Source: an optimization exercise on an open RTL-to-GDS flow (aim: small area, a short achievable clock period and few clock cycles per item). Production flows keep margins and buffers that such runs may drop. Only simulation tests tie the RTL to the original design; equivalence was not proved.

<file path="flow/design.v">
module sds_sa1 (
    input  wire [11:0] t,
    input  wire [12:0] e,
    output wire [11:0] y
);
    wire [17:0] n1;
    ad_bk18 u_n1 (.a({2'b00, t, 4'b0111}), .b({{5{e[12]}}, e}), .ci(~e[12]), .s(n1));
    sds_clamp u_c (.s(n1[17:4]), .y(y));
endmodule
module sds_sa3 (
    input  wire [11:0] t,
    input  wire [12:0] e,
    output wire [11:0] y
);
    wire [17:0] n1 = {2'b00, t, 4'b0111} ^ {{4{e[12]}}, e, 1'b0} ^ {{5{e[12]}}, e};
    wire [17:0] n2 = {(({2'b00, t, 4'b0111} & {{4{e[12]}}, e, 1'b0}) | ({2'b00, t, 4'b0111} & {{5{e[12]}}, e}) | ({{4{e[12]}}, e, 1'b0} & {{5{e[12]}}, e}))} << 1;
    wire [17:0] n3;
    ad_bk18 u_n3 (.a(n1), .b(n2), .ci(~e[12]), .s(n3));
    sds_clamp u_c (.s(n3[17:4]), .y(y));
endmodule
module sds_sa5 (
    input  wire [11:0] t,
    input  wire [12:0] e,
    output wire [11:0] y
);
    wire [17:0] n1 = {2'b00, t, 4'b0111} ^ {{3{e[12]}}, e, 2'b00} ^ {{5{e[12]}}, e};
    wire [17:0] n2 = {(({2'b00, t, 4'b0111} & {{3{e[12]}}, e, 2'b00}) | ({2'b00, t, 4'b0111} & {{5{e[12]}}, e}) | ({{3{e[12]}}, e, 2'b00} & {{5{e[12]}}, e}))} << 1;
    wire [17:0] n3;
    ad_bk18 u_n3 (.a(n1), .b(n2), .ci(~e[12]), .s(n3));
    sds_clamp u_c (.s(n3[17:4]), .y(y));
endmodule
module sds_sa7 (
    input  wire [11:0] t,
    input  wire [12:0] e,
    input  wire        en,
    output wire [11:0] y
);
    wire [17:0] n1 = {2'b00, t, 4'b1000} ^ {{2{e[12]}}, e, 3'b000} ^ ~{{5{e[12]}}, e};
    wire [17:0] n2 = {(({2'b00, t, 4'b1000} & {{2{e[12]}}, e, 3'b000}) | ({2'b00, t, 4'b1000} & ~{{5{e[12]}}, e}) | ({{2{e[12]}}, e, 3'b000} & ~{{5{e[12]}}, e}))} << 1;
    wire [17:0] n3;
    ad_sk18 u_n3 (.a(n1), .b(n2), .ci(~e[12]), .s(n3));
    wire [17:0] n4 = n1 ^ n2 ^ 18'd196848;
    wire [17:0] n5 = {((n1 & n2) | (n1 & 18'd196848) | (n2 & 18'd196848))} << 1;
    wire zc;
    cy_sk17 u_zc (.a(n4[16:0]), .b(n5[16:0]), .ci(~e[12]), .co(zc));
    wire ov = ~(n4[17] ^ n5[17] ^ zc);
    wire ng = n3[17];
    wire keep = ~en;
    wire pass = en & ~ng & ~ov;
    assign y[11:4] = ({8{keep}} & t[11:4]) | ({8{pass}} & n3[15:8]) | {8{en & ov}};
    assign y[3:0]  = ({4{keep}} & t[3:0])  | ({4{pass}} & n3[7:4]);
endmodule
module sds_clamp (
    input  wire [13:0] s,
    output wire [11:0] y
);
    wire neg = s[13];
    wire ovf = ~s[13] & (s[12] | (&s[11:4] & |s[3:0]));
    assign y[11:4] = {8{~neg}} & ({8{ovf}} | s[11:4]);
    assign y[3:0]  = {4{~(neg | ovf)}} & s[3:0];
endmodule
module ad_bk18 (input [17:0] a, input [17:0] b, input ci, output [17:0] s);
  wire [17:0] p0 = a ^ b;
  wire [17:0] g0 = a & b;
  wire g1_1 = g0[1] | (p0[1] & (g0[0] | (p0[0] & ci)));
  wire g1_3 = g0[3] | (p0[3] & g0[2]);
  wire p1_3 = p0[3] & p0[2];
  wire g1_5 = g0[5] | (p0[5] & g0[4]);
  wire p1_5 = p0[5] & p0[4];
  wire g1_7 = g0[7] | (p0[7] & g0[6]);
  wire p1_7 = p0[7] & p0[6];
  wire g1_9 = g0[9] | (p0[9] & g0[8]);
  wire p1_9 = p0[9] & p0[8];
  wire g1_11 = g0[11] | (p0[11] & g0[10]);
  wire p1_11 = p0[11] & p0[10];
  wire g1_13 = g0[13] | (p0[13] & g0[12]);
  wire p1_13 = p0[13] & p0[12];
  wire g1_15 = g0[15] | (p0[15] & g0[14]);
  wire p1_15 = p0[15] & p0[14];
  wire g1_17 = g0[17] | (p0[17] & g0[16]);
  wire p1_17 = p0[17] & p0[16];
  wire g2_3 = g1_3 | (p1_3 & g1_1);
  wire g2_7 = g1_7 | (p1_7 & g1_5);
  wire p2_7 = p1_7 & p1_5;
  wire g2_11 = g1_11 | (p1_11 & g1_9);
  wire p2_11 = p1_11 & p1_9;
  wire g2_15 = g1_15 | (p1_15 & g1_13);
  wire p2_15 = p1_15 & p1_13;
  wire g3_7 = g2_7 | (p2_7 & g2_3);
  wire g3_15 = g2_15 | (p2_15 & g2_11);
  wire p3_15 = p2_15 & p2_11;
  wire g4_15 = g3_15 | (p3_15 & g3_7);
  wire g5_11 = g2_11 | (p2_11 & g3_7);
  wire g6_5 = g1_5 | (p1_5 & g2_3);
  wire g6_9 = g1_9 | (p1_9 & g3_7);
  wire g6_13 = g1_13 | (p1_13 & g5_11);
  wire g6_17 = g1_17 | (p1_17 & g4_15);
  wire g7_2 = g0[2] | (p0[2] & g1_1);
  wire g7_4 = g0[4] | (p0[4] & g2_3);
  wire g7_6 = g0[6] | (p0[6] & g6_5);
  wire g7_8 = g0[8] | (p0[8] & g3_7);
  wire g7_10 = g0[10] | (p0[10] & g6_9);
  wire g7_12 = g0[12] | (p0[12] & g5_11);
  wire g7_14 = g0[14] | (p0[14] & g6_13);
  wire g7_16 = g0[16] | (p0[16] & g4_15);
  assign s[0] = p0[0] ^ ci;
  assign s[1] = p0[1] ^ (g0[0] | (p0[0] & ci));
  assign s[2] = p0[2] ^ g1_1;
  assign s[3] = p0[3] ^ g7_2;
  assign s[4] = p0[4] ^ g2_3;
  assign s[5] = p0[5] ^ g7_4;
  assign s[6] = p0[6] ^ g6_5;
  assign s[7] = p0[7] ^ g7_6;
  assign s[8] = p0[8] ^ g3_7;
  assign s[9] = p0[9] ^ g7_8;
  assign s[10] = p0[10] ^ g6_9;
  assign s[11] = p0[11] ^ g7_10;
  assign s[12] = p0[12] ^ g5_11;
  assign s[13] = p0[13] ^ g7_12;
  assign s[14] = p0[14] ^ g6_13;
  assign s[15] = p0[15] ^ g7_14;
  assign s[16] = p0[16] ^ g4_15;
  assign s[17] = p0[17] ^ g7_16;
endmodule
module ad_sk18 (input [17:0] a, input [17:0] b, input ci, output [17:0] s);
  wire [17:0] p0 = a ^ b;
  wire [17:0] g0 = a & b;
  wire g1_1 = g0[1] | (p0[1] & (g0[0] | (p0[0] & ci)));
  wire g1_3 = g0[3] | (p0[3] & g0[2]);
  wire p1_3 = p0[3] & p0[2];
  wire g1_5 = g0[5] | (p0[5] & g0[4]);
  wire p1_5 = p0[5] & p0[4];
  wire g1_7 = g0[7] | (p0[7] & g0[6]);
  wire p1_7 = p0[7] & p0[6];
  wire g1_9 = g0[9] | (p0[9] & g0[8]);
  wire p1_9 = p0[9] & p0[8];
  wire g1_11 = g0[11] | (p0[11] & g0[10]);
  wire p1_11 = p0[11] & p0[10];
  wire g1_13 = g0[13] | (p0[13] & g0[12]);
  wire p1_13 = p0[13] & p0[12];
  wire g1_15 = g0[15] | (p0[15] & g0[14]);
  wire p1_15 = p0[15] & p0[14];
  wire g1_17 = g0[17] | (p0[17] & g0[16]);
  wire p1_17 = p0[17] & p0[16];
  wire g2_2 = g0[2] | (p0[2] & g1_1);
  wire g2_3 = g1_3 | (p1_3 & g1_1);
  wire g2_6 = g0[6] | (p0[6] & g1_5);
  wire p2_6 = p0[6] & p1_5;
  wire g2_7 = g1_7 | (p1_7 & g1_5);
  wire p2_7 = p1_7 & p1_5;
  wire g2_10 = g0[10] | (p0[10] & g1_9);
  wire p2_10 = p0[10] & p1_9;
  wire g2_11 = g1_11 | (p1_11 & g1_9);
  wire p2_11 = p1_11 & p1_9;
  wire g2_14 = g0[14] | (p0[14] & g1_13);
  wire p2_14 = p0[14] & p1_13;
  wire g2_15 = g1_15 | (p1_15 & g1_13);
  wire p2_15 = p1_15 & p1_13;
  wire g3_4 = g0[4] | (p0[4] & g2_3);
  wire g3_5 = g1_5 | (p1_5 & g2_3);
  wire g3_6 = g2_6 | (p2_6 & g2_3);
  wire g3_7 = g2_7 | (p2_7 & g2_3);
  wire g3_12 = g0[12] | (p0[12] & g2_11);
  wire p3_12 = p0[12] & p2_11;
  wire g3_13 = g1_13 | (p1_13 & g2_11);
  wire p3_13 = p1_13 & p2_11;
  wire g3_14 = g2_14 | (p2_14 & g2_11);
  wire p3_14 = p2_14 & p2_11;
  wire g3_15 = g2_15 | (p2_15 & g2_11);
  wire p3_15 = p2_15 & p2_11;
  wire g4_8 = g0[8] | (p0[8] & g3_7);
  wire g4_9 = g1_9 | (p1_9 & g3_7);
  wire g4_10 = g2_10 | (p2_10 & g3_7);
  wire g4_11 = g2_11 | (p2_11 & g3_7);
  wire g4_12 = g3_12 | (p3_12 & g3_7);
  wire g4_13 = g3_13 | (p3_13 & g3_7);
  wire g4_14 = g3_14 | (p3_14 & g3_7);
  wire g4_15 = g3_15 | (p3_15 & g3_7);
  wire g5_16 = g0[16] | (p0[16] & g4_15);
  wire g5_17 = g1_17 | (p1_17 & g4_15);
  assign s[0] = p0[0] ^ ci;
  assign s[1] = p0[1] ^ (g0[0] | (p0[0] & ci));
  assign s[2] = p0[2] ^ g1_1;
  assign s[3] = p0[3] ^ g2_2;
  assign s[4] = p0[4] ^ g2_3;
  assign s[5] = p0[5] ^ g3_4;
  assign s[6] = p0[6] ^ g3_5;
  assign s[7] = p0[7] ^ g3_6;
  assign s[8] = p0[8] ^ g3_7;
  assign s[9] = p0[9] ^ g4_8;
  assign s[10] = p0[10] ^ g4_9;
  assign s[11] = p0[11] ^ g4_10;
  assign s[12] = p0[12] ^ g4_11;
  assign s[13] = p0[13] ^ g4_12;
  assign s[14] = p0[14] ^ g4_13;
  assign s[15] = p0[15] ^ g4_14;
  assign s[16] = p0[16] ^ g4_15;
  assign s[17] = p0[17] ^ g5_16;
endmodule
module cy_sk17 (input [16:0] a, input [16:0] b, input ci, output co);
  wire t0_0g = (a[1] & b[1]) | ((a[1] | b[1]) & ((a[0] & b[0]) | ((a[0] | b[0]) & ci)));
  wire t0_2g = (a[3] & b[3]) | ((a[3] | b[3]) & (a[2] & b[2]));
  wire t0_2p = (a[3] | b[3]) & (a[2] | b[2]);
  wire t0_4g = (a[5] & b[5]) | ((a[5] | b[5]) & (a[4] & b[4]));
  wire t0_4p = (a[5] | b[5]) & (a[4] | b[4]);
  wire t0_6g = (a[7] & b[7]) | ((a[7] | b[7]) & (a[6] & b[6]));
  wire t0_6p = (a[7] | b[7]) & (a[6] | b[6]);
  wire t0_8g = (a[9] & b[9]) | ((a[9] | b[9]) & (a[8] & b[8]));
  wire t0_8p = (a[9] | b[9]) & (a[8] | b[8]);
  wire t0_10g = (a[11] & b[11]) | ((a[11] | b[11]) & (a[10] & b[10]));
  wire t0_10p = (a[11] | b[11]) & (a[10] | b[10]);
  wire t0_12g = (a[13] & b[13]) | ((a[13] | b[13]) & (a[12] & b[12]));
  wire t0_12p = (a[13] | b[13]) & (a[12] | b[12]);
  wire t0_14g = (a[15] & b[15]) | ((a[15] | b[15]) & (a[14] & b[14]));
  wire t0_14p = (a[15] | b[15]) & (a[14] | b[14]);
  wire t1_0g = t0_2g | (t0_2p & t0_0g);
  wire t1_2g = t0_6g | (t0_6p & t0_4g);
  wire t1_2p = t0_6p & t0_4p;
  wire t1_4g = t0_10g | (t0_10p & t0_8g);
  wire t1_4p = t0_10p & t0_8p;
  wire t1_6g = t0_14g | (t0_14p & t0_12g);
  wire t1_6p = t0_14p & t0_12p;
  wire t2_0g = t1_2g | (t1_2p & t1_0g);
  wire t2_2g = t1_6g | (t1_6p & t1_4g);
  wire t2_2p = t1_6p & t1_4p;
  wire t3_0g = t2_2g | (t2_2p & t2_0g);
  wire t4_0g = (a[16] & b[16]) | ((a[16] | b[16]) & t3_0g);
  assign co = t4_0g;
endmodule
module ad_bk24 (input [23:0] a, input [23:0] b, input ci, output [23:0] s);
  wire [23:0] p0 = a ^ b;
  wire [23:0] g0 = a & b;
  wire g1_1 = g0[1] | (p0[1] & (g0[0] | (p0[0] & ci)));
  wire g1_3 = g0[3] | (p0[3] & g0[2]);
  wire p1_3 = p0[3] & p0[2];
  wire g1_5 = g0[5] | (p0[5] & g0[4]);
  wire p1_5 = p0[5] & p0[4];
  wire g1_7 = g0[7] | (p0[7] & g0[6]);
  wire p1_7 = p0[7] & p0[6];
  wire g1_9 = g0[9] | (p0[9] & g0[8]);
  wire p1_9 = p0[9] & p0[8];
  wire g1_11 = g0[11] | (p0[11] & g0[10]);
  wire p1_11 = p0[11] & p0[10];
  wire g1_13 = g0[13] | (p0[13] & g0[12]);
  wire p1_13 = p0[13] & p0[12];
  wire g1_15 = g0[15] | (p0[15] & g0[14]);
  wire p1_15 = p0[15] & p0[14];
  wire g1_17 = g0[17] | (p0[17] & g0[16]);
  wire p1_17 = p0[17] & p0[16];
  wire g1_19 = g0[19] | (p0[19] & g0[18]);
  wire p1_19 = p0[19] & p0[18];
  wire g1_21 = g0[21] | (p0[21] & g0[20]);
  wire p1_21 = p0[21] & p0[20];
  wire g1_23 = g0[23] | (p0[23] & g0[22]);
  wire p1_23 = p0[23] & p0[22];
  wire g2_3 = g1_3 | (p1_3 & g1_1);
  wire g2_7 = g1_7 | (p1_7 & g1_5);
  wire p2_7 = p1_7 & p1_5;
  wire g2_11 = g1_11 | (p1_11 & g1_9);
  wire p2_11 = p1_11 & p1_9;
  wire g2_15 = g1_15 | (p1_15 & g1_13);
  wire p2_15 = p1_15 & p1_13;
  wire g2_19 = g1_19 | (p1_19 & g1_17);
  wire p2_19 = p1_19 & p1_17;
  wire g2_23 = g1_23 | (p1_23 & g1_21);
  wire p2_23 = p1_23 & p1_21;
  wire g3_7 = g2_7 | (p2_7 & g2_3);
  wire g3_15 = g2_15 | (p2_15 & g2_11);
  wire p3_15 = p2_15 & p2_11;
  wire g3_23 = g2_23 | (p2_23 & g2_19);
  wire p3_23 = p2_23 & p2_19;
  wire g4_15 = g3_15 | (p3_15 & g3_7);
  wire g5_23 = g3_23 | (p3_23 & g4_15);
  wire g6_11 = g2_11 | (p2_11 & g3_7);
  wire g6_19 = g2_19 | (p2_19 & g4_15);
  wire g7_5 = g1_5 | (p1_5 & g2_3);
  wire g7_9 = g1_9 | (p1_9 & g3_7);
  wire g7_13 = g1_13 | (p1_13 & g6_11);
  wire g7_17 = g1_17 | (p1_17 & g4_15);
  wire g7_21 = g1_21 | (p1_21 & g6_19);
  wire g8_2 = g0[2] | (p0[2] & g1_1);
  wire g8_4 = g0[4] | (p0[4] & g2_3);
  wire g8_6 = g0[6] | (p0[6] & g7_5);
  wire g8_8 = g0[8] | (p0[8] & g3_7);
  wire g8_10 = g0[10] | (p0[10] & g7_9);
  wire g8_12 = g0[12] | (p0[12] & g6_11);
  wire g8_14 = g0[14] | (p0[14] & g7_13);
  wire g8_16 = g0[16] | (p0[16] & g4_15);
  wire g8_18 = g0[18] | (p0[18] & g7_17);
  wire g8_20 = g0[20] | (p0[20] & g6_19);
  wire g8_22 = g0[22] | (p0[22] & g7_21);
  assign s[0] = p0[0] ^ ci;
  assign s[1] = p0[1] ^ (g0[0] | (p0[0] & ci));
  assign s[2] = p0[2] ^ g1_1;
  assign s[3] = p0[3] ^ g8_2;
  assign s[4] = p0[4] ^ g2_3;
  assign s[5] = p0[5] ^ g8_4;
  assign s[6] = p0[6] ^ g7_5;
  assign s[7] = p0[7] ^ g8_6;
  assign s[8] = p0[8] ^ g3_7;
  assign s[9] = p0[9] ^ g8_8;
  assign s[10] = p0[10] ^ g7_9;
  assign s[11] = p0[11] ^ g8_10;
  assign s[12] = p0[12] ^ g6_11;
  assign s[13] = p0[13] ^ g8_12;
  assign s[14] = p0[14] ^ g7_13;
  assign s[15] = p0[15] ^ g8_14;
  assign s[16] = p0[16] ^ g4_15;
  assign s[17] = p0[17] ^ g8_16;
  assign s[18] = p0[18] ^ g7_17;
  assign s[19] = p0[19] ^ g8_18;
  assign s[20] = p0[20] ^ g6_19;
  assign s[21] = p0[21] ^ g8_20;
  assign s[22] = p0[22] ^ g7_21;
  assign s[23] = p0[23] ^ g8_22;
endmodule
module ge_sk24 (input [23:0] a, input [23:0] b, output ge);
  wire [23:0] nb = ~b;
  wire t0_0g = (a[1] & nb[1]) | ((a[1] | nb[1]) & (a[0] | nb[0]));
  wire t0_2g = (a[3] & nb[3]) | ((a[3] | nb[3]) & (a[2] & nb[2]));
  wire t0_2p = (a[3] | nb[3]) & (a[2] | nb[2]);
  wire t0_4g = (a[5] & nb[5]) | ((a[5] | nb[5]) & (a[4] & nb[4]));
  wire t0_4p = (a[5] | nb[5]) & (a[4] | nb[4]);
  wire t0_6g = (a[7] & nb[7]) | ((a[7] | nb[7]) & (a[6] & nb[6]));
  wire t0_6p = (a[7] | nb[7]) & (a[6] | nb[6]);
  wire t0_8g = (a[9] & nb[9]) | ((a[9] | nb[9]) & (a[8] & nb[8]));
  wire t0_8p = (a[9] | nb[9]) & (a[8] | nb[8]);
  wire t0_10g = (a[11] & nb[11]) | ((a[11] | nb[11]) & (a[10] & nb[10]));
  wire t0_10p = (a[11] | nb[11]) & (a[10] | nb[10]);
  wire t0_12g = (a[13] & nb[13]) | ((a[13] | nb[13]) & (a[12] & nb[12]));
  wire t0_12p = (a[13] | nb[13]) & (a[12] | nb[12]);
  wire t0_14g = (a[15] & nb[15]) | ((a[15] | nb[15]) & (a[14] & nb[14]));
  wire t0_14p = (a[15] | nb[15]) & (a[14] | nb[14]);
  wire t0_16g = (a[17] & nb[17]) | ((a[17] | nb[17]) & (a[16] & nb[16]));
  wire t0_16p = (a[17] | nb[17]) & (a[16] | nb[16]);
  wire t0_18g = (a[19] & nb[19]) | ((a[19] | nb[19]) & (a[18] & nb[18]));
  wire t0_18p = (a[19] | nb[19]) & (a[18] | nb[18]);
  wire t0_20g = (a[21] & nb[21]) | ((a[21] | nb[21]) & (a[20] & nb[20]));
  wire t0_20p = (a[21] | nb[21]) & (a[20] | nb[20]);
  wire t0_22g = (a[23] & nb[23]) | ((a[23] | nb[23]) & (a[22] & nb[22]));
  wire t0_22p = (a[23] | nb[23]) & (a[22] | nb[22]);
  wire t1_0g = t0_2g | (t0_2p & t0_0g);
  wire t1_2g = t0_6g | (t0_6p & t0_4g);
  wire t1_2p = t0_6p & t0_4p;
  wire t1_4g = t0_10g | (t0_10p & t0_8g);
  wire t1_4p = t0_10p & t0_8p;
  wire t1_6g = t0_14g | (t0_14p & t0_12g);
  wire t1_6p = t0_14p & t0_12p;
  wire t1_8g = t0_18g | (t0_18p & t0_16g);
  wire t1_8p = t0_18p & t0_16p;
  wire t1_10g = t0_22g | (t0_22p & t0_20g);
  wire t1_10p = t0_22p & t0_20p;
  wire t2_0g = t1_2g | (t1_2p & t1_0g);
  wire t2_2g = t1_6g | (t1_6p & t1_4g);
  wire t2_2p = t1_6p & t1_4p;
  wire t2_4g = t1_10g | (t1_10p & t1_8g);
  wire t2_4p = t1_10p & t1_8p;
  wire t3_0g = t2_2g | (t2_2p & t2_0g);
  wire t4_0g = t2_4g | (t2_4p & t3_0g);
  assign ge = t4_0g;
endmodule
module ad_rc9 (input [8:0] a, input [8:0] b, input ci, output [8:0] s);
  wire [9:0] c; assign c[0] = ci;
  genvar i;
  generate for (i = 0; i < 9; i = i + 1) begin : g
    assign s[i] = a[i] ^ b[i] ^ c[i];
    assign c[i+1] = (a[i] & b[i]) | (c[i] & (a[i] ^ b[i]));
  end endgenerate
endmodule
module sds_nearest (
    input  wire [11:0] vr,
    input  wire [11:0] vg,
    input  wire [11:0] vb,
    output wire [2:0]  idx,
    output wire [12:0] er,
    output wire [12:0] eg,
    output wire [12:0] eb
);
    wire [23:0] n1 = ~{12'b0, vr} ^ {4'b0, vr, 8'b0} ^ ~{12'b0, vg};
    wire [23:0] n2 = {((~{12'b0, vr} & {4'b0, vr, 8'b0}) | (~{12'b0, vr} & ~{12'b0, vg}) | ({4'b0, vr, 8'b0} & ~{12'b0, vg}))} << 1;
    wire [23:0] n3 = {4'b0, vg, 8'b0} ^ ~{12'b0, vb} ^ {4'b0, vb, 8'b0};
    wire [23:0] n4 = {(({4'b0, vg, 8'b0} & ~{12'b0, vb}) | ({4'b0, vg, 8'b0} & {4'b0, vb, 8'b0}) | (~{12'b0, vb} & {4'b0, vb, 8'b0}))} << 1;
    wire [23:0] n5 = n1 ^ n2 ^ n3;
    wire [23:0] n6 = {((n1 & n2) | (n1 & n3) | (n2 & n3))} << 1;
    wire [23:0] n7 = n5 ^ n6 ^ n4;
    wire [23:0] n8 = {((n5 & n6) | (n5 & n4) | (n6 & n4))} << 1;
    wire [23:0] n9 = n7 ^ n8 ^ 24'd6828011;
    wire [23:0] n10 = {((n7 & n8) | (n7 & 24'd6828011) | (n8 & 24'd6828011))} << 1;
    wire [23:0] n11;
    ad_bk24 u_n11 (.a(n9), .b(n10), .ci(1'b0), .s(n11));
    wire [23:0] h1 = n11;
    wire [23:0] n12 = ~{12'b0, vr} ^ {10'b0, vr, 2'b0} ^ {6'b0, vr, 6'b0};
    wire [23:0] n13 = {((~{12'b0, vr} & {10'b0, vr, 2'b0}) | (~{12'b0, vr} & {6'b0, vr, 6'b0}) | ({10'b0, vr, 2'b0} & {6'b0, vr, 6'b0}))} << 1;
    wire [23:0] n14 = {11'b0, vg, 1'b0} ^ {9'b0, vg, 3'b0} ^ {5'b0, vg, 7'b0};
    wire [23:0] n15 = {(({11'b0, vg, 1'b0} & {9'b0, vg, 3'b0}) | ({11'b0, vg, 1'b0} & {5'b0, vg, 7'b0}) | ({9'b0, vg, 3'b0} & {5'b0, vg, 7'b0}))} << 1;
    wire [23:0] n16 = ~{10'b0, vb, 2'b0} ^ {7'b0, vb, 5'b0} ^ 24'd8194074;
    wire [23:0] n17 = {((~{10'b0, vb, 2'b0} & {7'b0, vb, 5'b0}) | (~{10'b0, vb, 2'b0} & 24'd8194074) | ({7'b0, vb, 5'b0} & 24'd8194074))} << 1;
    wire [23:0] n18 = n12 ^ n13 ^ n14;
    wire [23:0] n19 = {((n12 & n13) | (n12 & n14) | (n13 & n14))} << 1;
    wire [23:0] n20 = n15 ^ n16 ^ n17;
    wire [23:0] n21 = {((n15 & n16) | (n15 & n17) | (n16 & n17))} << 1;
    wire [23:0] n22 = n18 ^ n19 ^ n20;
    wire [23:0] n23 = {((n18 & n19) | (n18 & n20) | (n19 & n20))} << 1;
    wire [23:0] n24 = n22 ^ n23 ^ n21;
    wire [23:0] n25 = {((n22 & n23) | (n22 & n21) | (n23 & n21))} << 1;
    wire [23:0] n26;
    ad_bk24 u_n26 (.a(n24), .b(n25), .ci(1'b0), .s(n26));
    wire [23:0] h2 = n26;
    wire [23:0] n27 = {10'b0, vr, 2'b0} ^ ~{7'b0, vr, 5'b0} ^ {5'b0, vr, 7'b0};
    wire [23:0] n28 = {(({10'b0, vr, 2'b0} & ~{7'b0, vr, 5'b0}) | ({10'b0, vr, 2'b0} & {5'b0, vr, 7'b0}) | (~{7'b0, vr, 5'b0} & {5'b0, vr, 7'b0}))} << 1;
    wire [23:0] n29 = {6'b0, vg, 6'b0} ^ ~{12'b0, vb} ^ {4'b0, vb, 8'b0};
    wire [23:0] n30 = {(({6'b0, vg, 6'b0} & ~{12'b0, vb}) | ({6'b0, vg, 6'b0} & {4'b0, vb, 8'b0}) | (~{12'b0, vb} & {4'b0, vb, 8'b0}))} << 1;
    wire [23:0] n31 = n27 ^ n28 ^ n29;
    wire [23:0] n32 = {((n27 & n28) | (n27 & n29) | (n28 & n29))} << 1;
    wire [23:0] n33 = n31 ^ n32 ^ n30;
    wire [23:0] n34 = {((n31 & n32) | (n31 & n30) | (n32 & n30))} << 1;
    wire [23:0] n35 = n33 ^ n34 ^ 24'd7755642;
    wire [23:0] n36 = {((n33 & n34) | (n33 & 24'd7755642) | (n34 & 24'd7755642))} << 1;
    wire [23:0] n37;
    ad_bk24 u_n37 (.a(n35), .b(n36), .ci(1'b0), .s(n37));
    wire [23:0] h3 = n37;
    wire [23:0] n38 = ~{12'b0, vr} ^ ~{6'b0, vr, 6'b0} ^ {4'b0, vr, 8'b0};
    wire [23:0] n39 = {((~{12'b0, vr} & ~{6'b0, vr, 6'b0}) | (~{12'b0, vr} & {4'b0, vr, 8'b0}) | (~{6'b0, vr, 6'b0} & {4'b0, vr, 8'b0}))} << 1;
    wire [23:0] n40 = n38 ^ n39 ^ 24'd8096762;
    wire [23:0] n41 = {((n38 & n39) | (n38 & 24'd8096762) | (n39 & 24'd8096762))} << 1;
    wire [23:0] n42;
    ad_bk24 u_n42 (.a(n40), .b(n41), .ci(1'b0), .s(n42));
    wire [23:0] h4 = n42;
    wire [23:0] n43 = ~{12'b0, vr} ^ {4'b0, vr, 8'b0} ^ ~{12'b0, vg};
    wire [23:0] n44 = {((~{12'b0, vr} & {4'b0, vr, 8'b0}) | (~{12'b0, vr} & ~{12'b0, vg}) | ({4'b0, vr, 8'b0} & ~{12'b0, vg}))} << 1;
    wire [23:0] n45 = {10'b0, vg, 2'b0} ^ ~{8'b0, vg, 4'b0} ^ {4'b0, vg, 8'b0};
    wire [23:0] n46 = {(({10'b0, vg, 2'b0} & ~{8'b0, vg, 4'b0}) | ({10'b0, vg, 2'b0} & {4'b0, vg, 8'b0}) | (~{8'b0, vg, 4'b0} & {4'b0, vg, 8'b0}))} << 1;
    wire [23:0] n47 = ~{9'b0, vb, 3'b0} ^ {6'b0, vb, 6'b0} ^ 24'd7370932;
    wire [23:0] n48 = {((~{9'b0, vb, 3'b0} & {6'b0, vb, 6'b0}) | (~{9'b0, vb, 3'b0} & 24'd7370932) | ({6'b0, vb, 6'b0} & 24'd7370932))} << 1;
    wire [23:0] n49 = n43 ^ n44 ^ n45;
    wire [23:0] n50 = {((n43 & n44) | (n43 & n45) | (n44 & n45))} << 1;
    wire [23:0] n51 = n46 ^ n47 ^ n48;
    wire [23:0] n52 = {((n46 & n47) | (n46 & n48) | (n47 & n48))} << 1;
    wire [23:0] n53 = n49 ^ n50 ^ n51;
    wire [23:0] n54 = {((n49 & n50) | (n49 & n51) | (n50 & n51))} << 1;
    wire [23:0] n55 = n53 ^ n54 ^ n52;
    wire [23:0] n56 = {((n53 & n54) | (n53 & n52) | (n54 & n52))} << 1;
    wire [23:0] n57;
    ad_bk24 u_n57 (.a(n55), .b(n56), .ci(1'b0), .s(n57));
    wire [23:0] h5 = n57;
    wire [23:0] n58 = {9'b0, vr, 3'b0} ^ ~{7'b0, vr, 5'b0} ^ {4'b0, vr, 8'b0};
    wire [23:0] n59 = {(({9'b0, vr, 3'b0} & ~{7'b0, vr, 5'b0}) | ({9'b0, vr, 3'b0} & {4'b0, vr, 8'b0}) | (~{7'b0, vr, 5'b0} & {4'b0, vr, 8'b0}))} << 1;
    wire [23:0] n60 = ~{11'b0, vg, 1'b0} ^ {5'b0, vg, 7'b0} ^ 24'd7831010;
    wire [23:0] n61 = {((~{11'b0, vg, 1'b0} & {5'b0, vg, 7'b0}) | (~{11'b0, vg, 1'b0} & 24'd7831010) | ({5'b0, vg, 7'b0} & 24'd7831010))} << 1;
    wire [23:0] n62 = n58 ^ n59 ^ n60;
    wire [23:0] n63 = {((n58 & n59) | (n58 & n60) | (n59 & n60))} << 1;
    wire [23:0] n64 = n62 ^ n63 ^ n61;
    wire [23:0] n65 = {((n62 & n63) | (n62 & n61) | (n63 & n61))} << 1;
    wire [23:0] n66;
    ad_bk24 u_n66 (.a(n64), .b(n65), .ci(1'b0), .s(n66));
    wire [23:0] h6 = n66;
    wire [23:0] n67 = {11'b0, vr, 1'b0} ^ ~{6'b0, vr, 6'b0} ^ {4'b0, vr, 8'b0};
    wire [23:0] n68 = {(({11'b0, vr, 1'b0} & ~{6'b0, vr, 6'b0}) | ({11'b0, vr, 1'b0} & {4'b0, vr, 8'b0}) | (~{6'b0, vr, 6'b0} & {4'b0, vr, 8'b0}))} << 1;
    wire [23:0] n69 = {10'b0, vg, 2'b0} ^ {7'b0, vg, 5'b0} ^ {5'b0, vg, 7'b0};
    wire [23:0] n70 = {(({10'b0, vg, 2'b0} & {7'b0, vg, 5'b0}) | ({10'b0, vg, 2'b0} & {5'b0, vg, 7'b0}) | ({7'b0, vg, 5'b0} & {5'b0, vg, 7'b0}))} << 1;
    wire [23:0] n71 = {10'b0, vb, 2'b0} ^ ~{8'b0, vb, 4'b0} ^ {4'b0, vb, 8'b0};
    wire [23:0] n72 = {(({10'b0, vb, 2'b0} & ~{8'b0, vb, 4'b0}) | ({10'b0, vb, 2'b0} & {4'b0, vb, 8'b0}) | (~{8'b0, vb, 4'b0} & {4'b0, vb, 8'b0}))} << 1;
    wire [23:0] n73 = n67 ^ n68 ^ n69;
    wire [23:0] n74 = {((n67 & n68) | (n67 & n69) | (n68 & n69))} << 1;
    wire [23:0] n75 = n70 ^ n71 ^ n72;
    wire [23:0] n76 = {((n70 & n71) | (n70 & n72) | (n71 & n72))} << 1;
    wire [23:0] n77 = n73 ^ n74 ^ n75;
    wire [23:0] n78 = {((n73 & n74) | (n73 & n75) | (n74 & n75))} << 1;
    wire [23:0] n79 = n77 ^ n78 ^ n76;
    wire [23:0] n80 = {((n77 & n78) | (n77 & n76) | (n78 & n76))} << 1;
    wire [23:0] n81 = n79 ^ n80 ^ 24'd7396066;
    wire [23:0] n82 = {((n79 & n80) | (n79 & 24'd7396066) | (n80 & 24'd7396066))} << 1;
    wire [23:0] n83;
    ad_bk24 u_n83 (.a(n81), .b(n82), .ci(1'b0), .s(n83));
    wire [23:0] h7 = n83;
    wire [23:0] h0 = 24'd8388608;
    wire ge02;
    ge_sk24 u_ge02 (.a(h0), .b(h2), .ge(ge02));
    wire ge03;
    ge_sk24 u_ge03 (.a(h0), .b(h3), .ge(ge03));
    wire ge04;
    ge_sk24 u_ge04 (.a(h0), .b(h4), .ge(ge04));
    wire ge15;
    ge_sk24 u_ge15 (.a(h1), .b(h5), .ge(ge15));
    wire ge17;
    ge_sk24 u_ge17 (.a(h1), .b(h7), .ge(ge17));
    wire ge23;
    ge_sk24 u_ge23 (.a(h2), .b(h3), .ge(ge23));
    wire ge24;
    ge_sk24 u_ge24 (.a(h2), .b(h4), .ge(ge24));
    wire ge25;
    ge_sk24 u_ge25 (.a(h2), .b(h5), .ge(ge25));
    wire ge26;
    ge_sk24 u_ge26 (.a(h2), .b(h6), .ge(ge26));
    wire ge27;
    ge_sk24 u_ge27 (.a(h2), .b(h7), .ge(ge27));
    wire ge34;
    ge_sk24 u_ge34 (.a(h3), .b(h4), .ge(ge34));
    wire ge36;
    ge_sk24 u_ge36 (.a(h3), .b(h6), .ge(ge36));
    wire ge37;
    ge_sk24 u_ge37 (.a(h3), .b(h7), .ge(ge37));
    wire ge46;
    ge_sk24 u_ge46 (.a(h4), .b(h6), .ge(ge46));
    wire ge47;
    ge_sk24 u_ge47 (.a(h4), .b(h7), .ge(ge47));
    wire ge56;
    ge_sk24 u_ge56 (.a(h5), .b(h6), .ge(ge56));
    wire ge57;
    ge_sk24 u_ge57 (.a(h5), .b(h7), .ge(ge57));
    wire ge67;
    ge_sk24 u_ge67 (.a(h6), .b(h7), .ge(ge67));
    wire w0 = ge02 & ge03 & ge04;
    wire w1 = ge15 & ge17;
    wire w2 = ~ge02 & ge23 & ge24 & ge25 & ge26 & ge27;
    wire w3 = ~ge03 & ~ge23 & ge34 & ge36 & ge37;
    wire w4 = ~ge04 & ~ge24 & ~ge34 & ge46 & ge47;
    wire w5 = ~ge15 & ~ge25 & ge56 & ge57;
    wire w6 = ~ge26 & ~ge36 & ~ge46 & ~ge56 & ge67;
    wire w7 = ~ge17 & ~ge27 & ~ge37 & ~ge47 & ~ge57 & ~ge67;
    assign idx = {w4 | w5 | w6 | w7, w2 | w3 | w6 | w7, w1 | w3 | w5 | w7};
    wire [8:0] n84;
    ad_rc9 u_n84 (.a({1'b0, vr[11:4]}), .b(9'd445), .ci(1'b0), .s(n84));
    wire [8:0] n85;
    ad_rc9 u_n85 (.a({1'b0, vr[11:4]}), .b(9'd412), .ci(1'b0), .s(n85));
    wire [8:0] n86;
    ad_rc9 u_n86 (.a({1'b0, vr[11:4]}), .b(9'd321), .ci(1'b0), .s(n86));
    wire [8:0] n87;
    ad_rc9 u_n87 (.a({1'b0, vr[11:4]}), .b(9'd318), .ci(1'b0), .s(n87));
    wire [8:0] n88;
    ad_rc9 u_n88 (.a({1'b0, vr[11:4]}), .b(9'd280), .ci(1'b0), .s(n88));
    wire [8:0] n89;
    ad_rc9 u_n89 (.a({1'b0, vr[11:4]}), .b(9'd257), .ci(1'b0), .s(n89));
    assign er = {({9{w0}} & {1'b0, vr[11:4]}) | ({9{w2}} & n84) | ({9{w3}} & n85) | ({9{w4}} & n86) | ({9{w7}} & n87) | ({9{w6}} & n88) | ({9{w1 | w5}} & n89), vr[3:0]};
    wire [8:0] n90;
    ad_rc9 u_n90 (.a({1'b0, vg[11:4]}), .b(9'd448), .ci(1'b0), .s(n90));
    wire [8:0] n91;
    ad_rc9 u_n91 (.a({1'b0, vg[11:4]}), .b(9'd386), .ci(1'b0), .s(n91));
    wire [8:0] n92;
    ad_rc9 u_n92 (.a({1'b0, vg[11:4]}), .b(9'd374), .ci(1'b0), .s(n92));
    wire [8:0] n93;
    ad_rc9 u_n93 (.a({1'b0, vg[11:4]}), .b(9'd348), .ci(1'b0), .s(n93));
    wire [8:0] n94;
    ad_rc9 u_n94 (.a({1'b0, vg[11:4]}), .b(9'd269), .ci(1'b0), .s(n94));
    wire [8:0] n95;
    ad_rc9 u_n95 (.a({1'b0, vg[11:4]}), .b(9'd257), .ci(1'b0), .s(n95));
    assign eg = {({9{w0 | w4}} & {1'b0, vg[11:4]}) | ({9{w3}} & n90) | ({9{w6}} & n91) | ({9{w2}} & n92) | ({9{w7}} & n93) | ({9{w5}} & n94) | ({9{w1}} & n95), vg[3:0]};
    wire [8:0] n96;
    ad_rc9 u_n96 (.a({1'b0, vb[11:4]}), .b(9'd484), .ci(1'b0), .s(n96));
    wire [8:0] n97;
    ad_rc9 u_n97 (.a({1'b0, vb[11:4]}), .b(9'd456), .ci(1'b0), .s(n97));
    wire [8:0] n98;
    ad_rc9 u_n98 (.a({1'b0, vb[11:4]}), .b(9'd268), .ci(1'b0), .s(n98));
    wire [8:0] n99;
    ad_rc9 u_n99 (.a({1'b0, vb[11:4]}), .b(9'd257), .ci(1'b0), .s(n99));
    assign eb = {({9{w0 | w4 | w6}} & {1'b0, vb[11:4]}) | ({9{w2}} & n96) | ({9{w5}} & n97) | ({9{w7}} & n98) | ({9{w1 | w3}} & n99), vb[3:0]};
endmodule
module sds_dither (
    input  wire        clk,
    input  wire        rst,
    input  wire        start,
    input  wire [6:0]  cfg_width,
    input  wire [8:0]  cfg_height,
    output reg         busy,
    output reg         geom_err,
    input  wire        in_valid,
    output reg         in_ready,
    input  wire [23:0] in_rgb,
    output reg         out_valid,
    input  wire        out_ready,
    output reg  [2:0]  out_idx
);
    localparam integer MAX_W = 64;
    localparam integer MAX_H = 480;
    localparam integer CAP   = 5;       
    localparam integer EW    = 39;      
    reg        run;            
    reg [6:0]  w;              
    reg [8:0]  h;
    reg        vi;             
    reg [23:0] rgb_q;
    reg [5:0]  px;             
    reg [8:0]  py;
    reg        vb;             
    reg        xb0;            
    reg        ph1, ph2;       
    reg [2:0]  nfl;            
    reg        pop_q;
    wire geom_ok = (cfg_width  != 7'd0) && (cfg_width  <= MAX_W) &&
                   (cfg_height != 9'd0) && (cfg_height <= MAX_H);
    wire go = start & geom_ok;                       
    wire slow      = (w < 7'd3);                     
    wire px_last   = ({1'b0, px} == w - 7'd1);
    wire px_penult = ({1'b0, px} == w - 7'd2);
    wire py_last   = (py == h - 9'd1);
    wire py_penult = (py == h - 9'd2);
    wire last_in   = vi ? ((px_penult & py_last) | ((w == 7'd1) & py_penult))
                        : (px_last & py_last);
    wire [2:0] nf  = nfl + {2'b0, vi} - {2'b0, pop_q};
    wire room      = ({1'b0, nf} + {3'b0, in_ready} + 4'd1) <= CAP;
    wire last_out  = ~run & (nf == 3'd1);
    wire rdy_v1    = run & ~(in_ready & last_in) & room & ~(slow & (in_ready | vi));
    wire rdy_v0    = run & room & ~(slow & vi);
    wire run_v1    = run & ~(in_ready & last_in);
    always @(posedge clk) begin
        rgb_q <= in_rgb;
        if (~run & ~vi) begin                        
            w <= cfg_width;
            h <= cfg_height;
        end
        if (rst) begin
            run      <= 1'b0;
            busy     <= 1'b0;
            geom_err <= 1'b0;
            in_ready <= 1'b0;
            vi       <= 1'b0;
            vb       <= 1'b0;
            ph1      <= 1'b0;
            ph2      <= 1'b0;
            nfl      <= 3'd0;
            pop_q    <= 1'b0;
        end else begin
            if (busy) begin
                run      <= in_valid ? run_v1 : run;
                busy     <= ~(out_ready & out_valid & last_out);
                in_ready <= in_valid ? rdy_v1 : rdy_v0;
            end else begin
                run      <= go;
                busy     <= go;
                in_ready <= go;
                if (start)
                    geom_err <= ~geom_ok;
            end
            vi       <= in_valid & in_ready;
            vb       <= vi;
            ph1      <= vi & slow & px_last;
            ph2      <= ph1 & (w == 7'd1);
            nfl      <= nf;
            pop_q    <= out_valid & out_ready;
        end
        if (~run & ~vi) begin
            px <= 6'd0;
            py <= 9'd0;
        end else if (vi) begin
            if (px_last) begin
                px <= 6'd0;
                py <= py + 9'd1;
            end else begin
                px <= px + 6'd1;
            end
        end
        xb0 <= (px == 6'd0);
    end
    wire shift = vi | ph1 | ph2;
    wire [EW-1:0] e_cur;             
    reg  [EW-1:0] sr0, sr1;          
    reg  [EW-1:0] t_u, t_ul;         
    reg  [30*EW-1:0] seg30;
    reg  [16*EW-1:0] seg16;
    reg  [8*EW-1:0]  seg8;
    reg  [4*EW-1:0]  seg4;
    reg  [2*EW-1:0]  seg2;
    reg  [EW-1:0]    seg1;
    wire [6:0] weff = slow ? 7'd3 : w;
    wire [5:0] m    = weff[5:0] - 6'd3;
    wire       u30  = (m >= 6'd30);
    wire [4:0] mr   = u30 ? (m - 6'd30) : m[4:0];
    wire [EW-1:0] o30 = u30   ? seg30[30*EW-1 -: EW] : sr1;
    wire [EW-1:0] o16 = mr[4] ? seg16[16*EW-1 -: EW] : o30;
    wire [EW-1:0] o8  = mr[3] ? seg8[8*EW-1 -: EW]   : o16;
    wire [EW-1:0] o4  = mr[2] ? seg4[4*EW-1 -: EW]   : o8;
    wire [EW-1:0] o2  = mr[1] ? seg2[2*EW-1 -: EW]   : o4;
    wire [EW-1:0] t_ur = mr[0] ? seg1 : o2;
    always @(posedge clk) begin
        if (shift | vb)
            sr0 <= e_cur;
        if (shift)
            sr1 <= vb ? e_cur : sr0;
        if (shift) begin
            seg30 <= {seg30[29*EW-1:0], sr1};
            seg16 <= {seg16[15*EW-1:0], o30};
            seg8  <= {seg8[7*EW-1:0],   o16};
            seg4  <= {seg4[3*EW-1:0],   o8};
            seg2  <= {seg2[EW-1:0],     o4};
            seg1  <= o2;
            t_u   <= t_ur;
            t_ul  <= t_u;
        end
    end
    wire up   = (py != 9'd0);
    wire m_ul = up & (px != 6'd0);
    wire m_u  = up;
    wire m_ur = up & ~px_last;
    wire [EW-1:0] e_ul = {EW{m_ul}} & t_ul;
    wire [EW-1:0] e_u  = {EW{m_u}}  & t_u;
    wire [EW-1:0] e_ur = {EW{m_ur}} & t_ur;
    reg  [35:0] a3_q;
    wire [35:0] a3;
    genvar c;
    generate
        for (c = 0; c < 3; c = c + 1) begin : g_a
            localparam integer PB = 16 - 8 * c;
            localparam integer EB = 26 - 13 * c;
            localparam integer VB = 24 - 12 * c;
            wire [11:0] t1, t2;
            sds_sa1 u_s1 (.t({rgb_q[PB +: 8], 4'b0000}), .e(e_ul[EB +: 13]), .y(t1));
            sds_sa5 u_s5 (.t(t1), .e(e_u[EB +: 13]),  .y(t2));
            sds_sa3 u_s3 (.t(t2), .e(e_ur[EB +: 13]), .y(a3[VB +: 12]));
        end
    endgenerate
    always @(posedge clk)
        a3_q <= a3;
    wire [35:0] v;
    generate
        for (c = 0; c < 3; c = c + 1) begin : g_b
            localparam integer EB = 26 - 13 * c;
            localparam integer VB = 24 - 12 * c;
            sds_sa7 u_s7 (.t(a3_q[VB +: 12]), .e(sr1[EB +: 13]), .en(~xb0), .y(v[VB +: 12]));
        end
    endgenerate
    wire [2:0] k;
    wire signed [12:0] er, eg, eb;
    sds_nearest u_nearest (
        .vr(v[35:24]), .vg(v[23:12]), .vb(v[11:0]),
        .idx(k),
        .er(er), .eg(eg), .eb(eb)
    );
    assign e_cur = {er, eg, eb};
    reg [2:0] fq0, fq1, fq2, fq3;
    reg [1:0] wp, rp;
    reg [2:0] fc;
    wire      fq_any  = (fc != 3'd0);
    wire [2:0] fq_head = rp[1] ? (rp[0] ? fq3 : fq2) : (rp[0] ? fq1 : fq0);
    wire [2:0] fc_f1  = fq_any ? (fc - {2'b0, ~vb}) : fc;
    wire [1:0] rp_f1  = rp + {1'b0, fq_any};
    wire       psh_f1 = vb & fq_any;
    wire [2:0] fc_f0  = fc + {2'b0, vb};
    wire       ofree  = ~out_valid | out_ready;
    wire       fq_push = ofree ? psh_f1 : vb;
    always @(posedge clk) begin
        if (rst) begin
            out_valid <= 1'b0;
            wp <= 2'd0;
            rp <= 2'd0;
            fc <= 3'd0;
        end else begin
            if (ofree) begin
                out_valid <= fq_any | vb;
                out_idx   <= fq_any ? fq_head : k;
                fc        <= fc_f1;
                rp        <= rp_f1;
            end else begin
                fc        <= fc_f0;
            end
            if (fq_push) begin
                case (wp)
                    2'd0: fq0 <= k;
                    2'd1: fq1 <= k;
                    2'd2: fq2 <= k;
                    default: fq3 <= k;
                endcase
                wp <= wp + 2'd1;
            end
        end
    end
endmodule
</file>
<file path="flow/run.sh">
#!/bin/bash
# synth_recipe.tcl (not shown) runs the flow's synth.tcl, then flattens the netlist and writes it again
# the make line also repeats each setting of config.mk as NAME=value (left out here)
make -C /OpenROAD-flow-scripts/flow DESIGN_CONFIG=/design/flow/config.mk WORK_HOME=/design/flow/orfs CLKGATE_MAP_FILE= SYNTH_SCRIPT=/design/flow/synth_recipe.tcl finish
</file>
<file path="flow/config.mk">
export PLATFORM = sky130hd
export DESIGN_NAME = sds_dither
export DESIGN_NICKNAME = sds_dither
export VERILOG_FILES = /design/flow/design.v
export SDC_FILE = /design/flow/constraint.sdc
export NUM_CORES = 4
export LEC_CHECK = 0
export CAP_MARGIN = 20
export CORE_MARGIN = 2
export CORE_UTILIZATION = 40
export SLEW_MARGIN = 20
</file>
<file path="flow/constraint.sdc">
create_clock -name core_clock -period 70.0 [get_ports {clk}]
set_input_delay 14.0000 -clock core_clock [delete_from_list [all_inputs] [get_ports {clk}]]
set_output_delay 14.0000 -clock core_clock [all_outputs]
set_load 0.01 [all_outputs]
</file>
==> results of run 1 <==
==> Yosys cell counts, types with 47 or more instances <==
cell      number  area share, %
a21o_1       100           0.61
a21oi_1      228           0.93
a31oi_1       47           0.24
and2_1        60           0.31
clkbuf_1     121           0.37
dfxtp_1       96            1.6
edfxtp_1    2566             63
fa_1         538            8.8
ha_1         720            7.4
inv_1       1271            3.9
maj3_1        70           0.57
mux2_2       105           0.97
mux2i_1       57           0.47
nand2_1      354            1.1
nand2b_1      54           0.28
nand3_1       66           0.27
nor2_1       384            1.2
nor2b_1       62           0.32
nor3_1        80           0.33
o21ai_0      162           0.66
o22ai_1       70           0.36
xnor2_1      127           0.91
xor2_1       106           0.76
==> flip-flops by register name (all words and copies together), names as in the netlist, 78 cells and up <==
name   count
seg30   1170
seg2      78
seg4     156
seg8     312
seg16    624
==> cells by family after synthesis <==
kind of cell | synth area share, %
fa+ha+maj | 16.8
buf+inv | 4.41
simple gates | 4.84
mux | 1.51
flops | 64.6
compound gates | 6.15
xor+xnor | 1.67
==> worst min path at each step <==
stage | start | to | depth (start not counted)
after floorplan | seg16[61] | seg16[100] | 0
after global placement | seg16[305] | seg16[344] | 0
after detailed placement | seg16[65] | seg16[104] | 0
after CTS | seg16[5] | seg16[44] | 0
after global routing | seg30[7] | seg30[46] | 0
final | seg8[191] | seg8[230] | 0
==> stage by stage <==
| step | setup slack [ps] | cell area, um2 |
|---|---|---|
| global placement | 53720 | 128000 |
| global route | 54170 | 137000 |
| floorplan | 12730 | 122000 |
| CTS | 54180 | 137000 |
| detailed placement | 53840 | 128000 |
| finish | 54260 | 137000 |
==> per-layer routing <==
layer	vias to the layer above	track usage, %	share of wire (%)
met5	-	0	0.0037
met4	2	5.25	2.9
met3	419	2.37	4.9
met2	1605	26.5	45
met1	33100	25.7	47
li1	29700	-	-
==> final cells by class <==
type	count	area, um2
multi-input combinational	4070	38000
antenna	4	10.0
tap	3978	4980
clock buffer	331	7200
fill	26400	166000
sequential	2662	79000
clock inverter	142	1330
timing repair buffer	184	1610
inverter	1272	4770
==> impl_metrics.csv, run 1 <==
group,metric,value,unit
status,outcome,"complete, no violations",
global_routing,first_global_vias,65400,
route,drtIter0Drc,6114,
placed_design,dp_cells,12200,
worst_hold_path,worst_hold_path_type,"flip-flop to flip-flop",
global_routing,grt.total_usage,17.3,%
cells_and_area,final_cell_mix,"2566 x edfxtp_1, 1271 x inv_1, 720 x ha_1",
floorplanning,die_y,557,um
worst_setup_path,worst-path-max-fanout,4,
cells_and_area,fin_nets,9764,
route,drc_errors,0,
floorplanning,core_area,0.303,mm2
global_routing,overflow,0,
clock_network,cts_tree,"done",
yosys,syn_inst,8155,
timing,maxSlewHeadroom,18.4,%
route,avgViaCountPerCell,5.13,
placed_design,port_buffers,51,
worst_setup_path,startpoint,"busy",
yosys,yosysUniqueCellTypes,109,
worst_setup_path,end_kind,"primary output",
worst_setup_path,path_buf_inv,1,
timing,report.final.slew_viol_count,0,
clock_network,root_buffer,"clkbuf_16",
yosys,synth_edf_count,2566,
worst_setup_path,path_depth,1,
worst_setup_path,critPathRequiredTime,56000,ps
yosys,syn-cell-area,0.122,mm2
floorplanning,dieArea,0.310,mm2
timing,hold_ws,389,ps
route,vias,64800,
cells_and_area,finalNonFillerCells,12600,
worst_setup_path,rr_endpoint,"out_idx[0]",
clock_network,cts_buffer_depth,4,
worst_setup_path,rr_worst_depth,47,
route,drt-total-wl,271000,um
cells_and_area,final_common_cell,"edfxtp_1",
worst_setup_path,r2r-start,"sr1[24]",
floorplanning,die_w,557,um
worst_setup_path,reg2reg_setup_slack,55180,ps
clock_network,clock_latency,820,ps
yosys,synth_flop_cell,"edfxtp_1",
clock_network,cts_setup_buffers,0,
global_routing,grt_pass1_wl,409000,um
floorplanning,num_io_pins,52,
cells_and_area,area.growth.synth_to_final,12.0,%
cells_and_area,utilization,45.1,%
timing,fmax,0.0635,GHz
yosys,synth_seq_cells,2662,
timing,rsz0062_at_grt,"false",
cells_and_area,drive_above_1_share,8.19,%
clock_network,cts-resized-gates,0,
timing,worstMarginPinSlew,1220,ps
yosys,syn_area_per_cell,15.0,um2
yosys,synth_fp_nets,9458,
route,ant_nets,0,
worst_setup_path,critical_path_class,"flip-flop to primary output",
global_routing,grt_max_degree,222,
timing,min_period_over_period,22.5,%
yosys,postSynth.asyncResetShare,0,%
placed_design,gp_congestion,0.914,
clock_network,cts_buffers,271,
clock_network,cts.clk_slew.worst_paths,60,ps
worst_setup_path,path_cells,"clkdlybuf4s50_1",
route,wl_per_cell,21.4,um
floorplanning,rows,202,
worst_setup_path,cp_slowest_stage_delay,570,ps
worst_setup_path,slowest_stage,"clkdlybuf4s50_1",
global_routing,antenna_found_initial,9,
worst_setup_path,crit_end,"busy",
clock_network,cts_hold_buf,0,
worst_setup_path,crit_family,"buffers and inverters",
yosys,ys.warnings.count,1,
placed_design,dp_hpwl,187000,um
clock_network,cts.sinks,2662,
worst_setup_path,start_kind,"flip-flop",
timing,setup_viol,0,
yosys,ys_seq_area_share,64.6,%
route,dr.pass1.iters,7,
timing,clock_skew,40.0,ps
timing,tns,0,ps
timing,min_period,15740,ps
worst_setup_path,crit_arrival,1740,ps
floorplanning,initial_core_util,40.3,%
flow_run,cap_violations,0,
timing,hold_violations,0,
clock_network,htree_num_levels,5,
Testbench counts, summed over its fixed seeds: cycles 60,864, pixels 60,672.
==> run 2: changes to the inputs <==
==> flow/flow/run.sh (new file) <==
#!/bin/bash
# Layout flow: the standard ORFS layout (standard.sh), with two changes to
# how the layout is made:
#  - port buffers are buf_4 cells instead of the resizer's default pick;
#  - clock tree: larger sink clusters and no dummy loads.
# Each step's full output goes to orfs/logs as usual; standard.sh's own output
# goes to std.log in this folder.
set -euo pipefail
export BUFFER_PORTS_ARGS="-buffer_cell sky130_fd_sc_hd__buf_4"
export CTS_ARGS="-sink_clustering_enable -repair_clock_nets -dont_use_dummy_load -sink_clustering_size 24 -sink_clustering_max_diameter 100"
bash standard.sh > std.log 2>&1
==> flow/standard.sh (new file) <==
#!/bin/bash
# synth_recipe.tcl (not shown) runs the flow's synth.tcl, then flattens the netlist and writes it again
# the make line also repeats each setting of config.mk as NAME=value (left out here)
make -C /OpenROAD-flow-scripts/flow DESIGN_CONFIG=/design/flow/config.mk WORK_HOME=/design/flow/orfs CLKGATE_MAP_FILE= SYNTH_SCRIPT=/design/flow/synth_recipe.tcl "${@:-finish}"
removed: flow/run.sh
==> impl_metrics.csv, run 2 <==
group,metric,value,unit
clock_network,clock_latency,840,ps
yosys,synth_fp_nets,9458,
cells_and_area,n_fill_cell,27100,
clock_network,htree_num_levels,4,
cells_and_area,area.growth.synth_to_final,7.83,%
timing,tns,0,ps
floorplanning,rows,202,
flow_run,cap_violations,0,
worst_setup_path,rr_endpoint,"out_idx[1]",
yosys,syn_area_per_cell,15.0,um2
clock_network,cts_tree,"done",
yosys,synth_edf_count,2566,
global_routing,first_global_vias,63900,
yosys,postSynth.asyncResetShare,0,%
route,drtIter0Drc,6259,
worst_setup_path,path_buf_inv,1,
floorplanning,die_w,557,um
status,outcome,"complete, no violations",
yosys,ys.warnings.count,1,
placed_design,dp_hpwl,189000,um
timing,rsz0062_at_grt,"false",
floorplanning,initial_core_util,40.3,%
cells_and_area,fin_nets,9636,
yosys,syn-cell-area,0.122,mm2
route,vias,64000,
timing,report.final.slew_viol_count,0,
yosys,netlist_top_cells_area,"edfxtp_1 63%, fa_1 8.8%, ha_1 7.4%",
worst_hold_path,holdPathEnd,"seg30[85]",
worst_hold_path,holdPathStages,0,
clock_network,cts.sinks,2662,
timing,hold_violations,0,
worst_setup_path,reg2reg_setup_slack,54860,ps
global_routing,grt_max_degree,221,
floorplanning,die_y,557,um
worst_setup_path,r2r-start,"sr1[17]",
floorplanning,dieArea,0.310,mm2
clock_network,cts_buffer_depth,4,
cells_and_area,top_register,"seg30",
yosys,synthTopCellsByCount,"2566 x edfxtp_1, 1271 x inv_1, 720 x ha_1, 538 x fa_1, 384 x nor2_1",
cells_and_area,final_common_cell,"edfxtp_1",
floorplanning,core_area,0.303,mm2
placed_design,gp_congestion,0.901,
worst_setup_path,critical_path_class,"flip-flop to primary output",
clock_network,root_buffer,"clkbuf_16",
route,dr.pass1.iters,7,
worst_hold_path,holdCritStartpoint,"seg30[46]",
worst_setup_path,start_kind,"flip-flop",
cells_and_area,top_regs,"seg30 (1170), seg16 (624), seg8 (312)",
cells_and_area,largest_reg_flops,1170,
clock_network,cts_setup_buffers,0,
timing,clock_skew,89.7,ps
cells_and_area,drive_above_1_share,6.39,%
route,drc_errors,0,
global_routing,overflow,0,
route,drt-total-wl,269000,um
route,avgViaCountPerCell,5.20,
worst_setup_path,worst-path-max-fanout,1,
worst_setup_path,critPathRequiredTime,56000,ps
clock_network,cts.clk_slew.worst_paths,90,ps
yosys,synth_flop_cell,"edfxtp_1",
timing,min_period,15370,ps
worst_setup_path,crit_family,"flip-flops",
global_routing,grt.total_usage,17.2,%
timing,setup_viol,0,
worst_setup_path,end_kind,"primary output",
yosys,syn_inst,8155,
clock_network,cts_hold_buf,0,
worst_hold_path,worst_hold_path_type,"flip-flop to flip-flop",
global_routing,antenna_found_initial,14,
cells_and_area,finalNonFillerCells,12300,
floorplanning,num_io_pins,52,
yosys,synth_most_common_cell,"edfxtp_1",
cells_and_area,final_cell_mix,"2566 x edfxtp_1, 1270 x inv_1, 720 x ha_1",
timing,worstMarginPinSlew,1160,ps
yosys,ys_seq_area_share,64.6,%
worst_setup_path,cp_slowest_stage_delay,410,ps
global_routing,grt_pass1_wl,403000,um
placed_design,port_buffers,51,
timing,maxSlewHeadroom,22.2,%
yosys,synth_seq_cells,2662,
route,ant_nets,0,
timing,min_period_over_period,22.0,%
clock_network,cts_buffers,139,
timing,fmax,0.0651,GHz
yosys,yosysUniqueCellTypes,109,
placed_design,dp_cells,12200,
route,wl_per_cell,21.9,um
clock_network,cts-resized-gates,0,
worst_setup_path,slowest_stage,"edfxtp_1",
yosys,yosysTopAreaCell,"edfxtp_1",
worst_setup_path,path_cells,"buf_4",
yosys,yosysTopAreaCellShare,63.1,%
worst_setup_path,rr_worst_depth,42,
worst_setup_path,crit_arrival,1370,ps
==> run 2: layout make-up <==
| cell class | instances | area, um2 | area share (%) |
|---|---|---|---|
| diodes | 3 | 7.51 | 0.00570 |
| clock buffers | 139 | 3480 | 2.64 |
| inverters | 1272 | 4770 | 3.62 |
| multi-input cells | 4070 | 38000 | 28.9 |
| flip-flops and latches | 2662 | 79000 | 59.9 |
| well taps | 3978 | 4980 | 3.78 |
| repair buffers | 188 | 1510 | 1.15 |
==> run 2: through the flow <==
step | worst slack (ps) | hold WS [ps] | util (%) | area (um2)
2_1_floorplan | 12730 | 400 | - | 122000
3_3_place_gp | 54100 | 400 | 42.3 | 128000
3_5_place_dp | 54190 | 405 | 42.3 | 128000
4_1_cts | 54530 | 363 | 43.4 | 132000
5_1_grt | 54320 | 380 | 43.4 | 132000
6_report | 54630 | 377 | 43.4 | 132000
==> run 2: worst max path at each step <==
| stage | startpoint | end | depth (start not counted) | slack (ps) |
|---|---|---|---|---|
| 2_1_floorplan | vi | sr0[0] | 2 | 12730 |
| 3_3_place_gp | out_ready | fc[2] | 9 | 54100 |
| 3_5_place_dp | out_ready | fc[2] | 9 | 54190 |
| 4_1_cts | out_idx[1] | out_idx[1] | 1 | 54530 |
| 5_1_grt | sr1[17] | out_idx[1] | 42 | 54320 |
| 6_report | out_idx[1] | out_idx[1] | 1 | 54630 |
==> run 2: cell families (layout without fill, tap and decap cells) <==
logic type	after synthesis	count (layout)	synth area share, %
AO/OA/AOI/OAI	1093	1093	6.15
XOR/XNOR	233	233	1.67
adder cells (fa/ha/maj)	1332	1332	16.8
buffers and inverters	1423	1599	4.41
flip-flops	2662	2662	64.6
multiplexers	167	167	1.51
other	0	3	0
AND/OR/NAND/NOR	1245	1245	4.84
==> run 2: layer usage <==
metal,vias to the layer above,routed length (um),global-route usage (%)
met1,32800,126000,25.2
met5,-,14,0
met3,393,14100,2.40
li1,29200,-,-
met2,1572,120000,26.5
met4,2,8580,5.23

[what the ideal ports hide]
In the flow no input, the clock included, has a driving cell. The finished layouts below were timed again as built, in two steps.
Step 1 (the two cells are an assumption about what drives the block):
set clk [get_ports {clk}]
set_driving_cell -lib_cell sky130_fd_sc_hd__clkbuf_16 $clk
set_driving_cell -lib_cell sky130_fd_sc_hd__buf_2 [delete_from_list [all_inputs] $clk]
Step 2, shift: input delay + t, output delay - t, t = (earliest + latest rising clock arrival at the registers) / 2. This alone moves slack from input paths to output paths.
Slacks: no drivers / after step 1 / after step 2; pairs: no drivers / after step 1.
| run | t (ns) | slack for setup (ns) | worst setup path after step 2 | slew at the worst register clock pin (ns) | pins driven straight from the clock port |
|---|---|---|---|---|---|
| run 1 | 0.891 | 54.257 / 54.167 / 53.773 | input to register | 0.07 / 0.07 | 1 |
| run 2 | 0.883 | 54.632 / 54.539 / 54.182 | input to register | 0.11 / 0.11 | 1 |
After both steps every run listed still meets setup and hold. For run 1, which loses most, drivers alone change the setup slack by -0.090 ns; drivers and shift together by -0.484 ns.
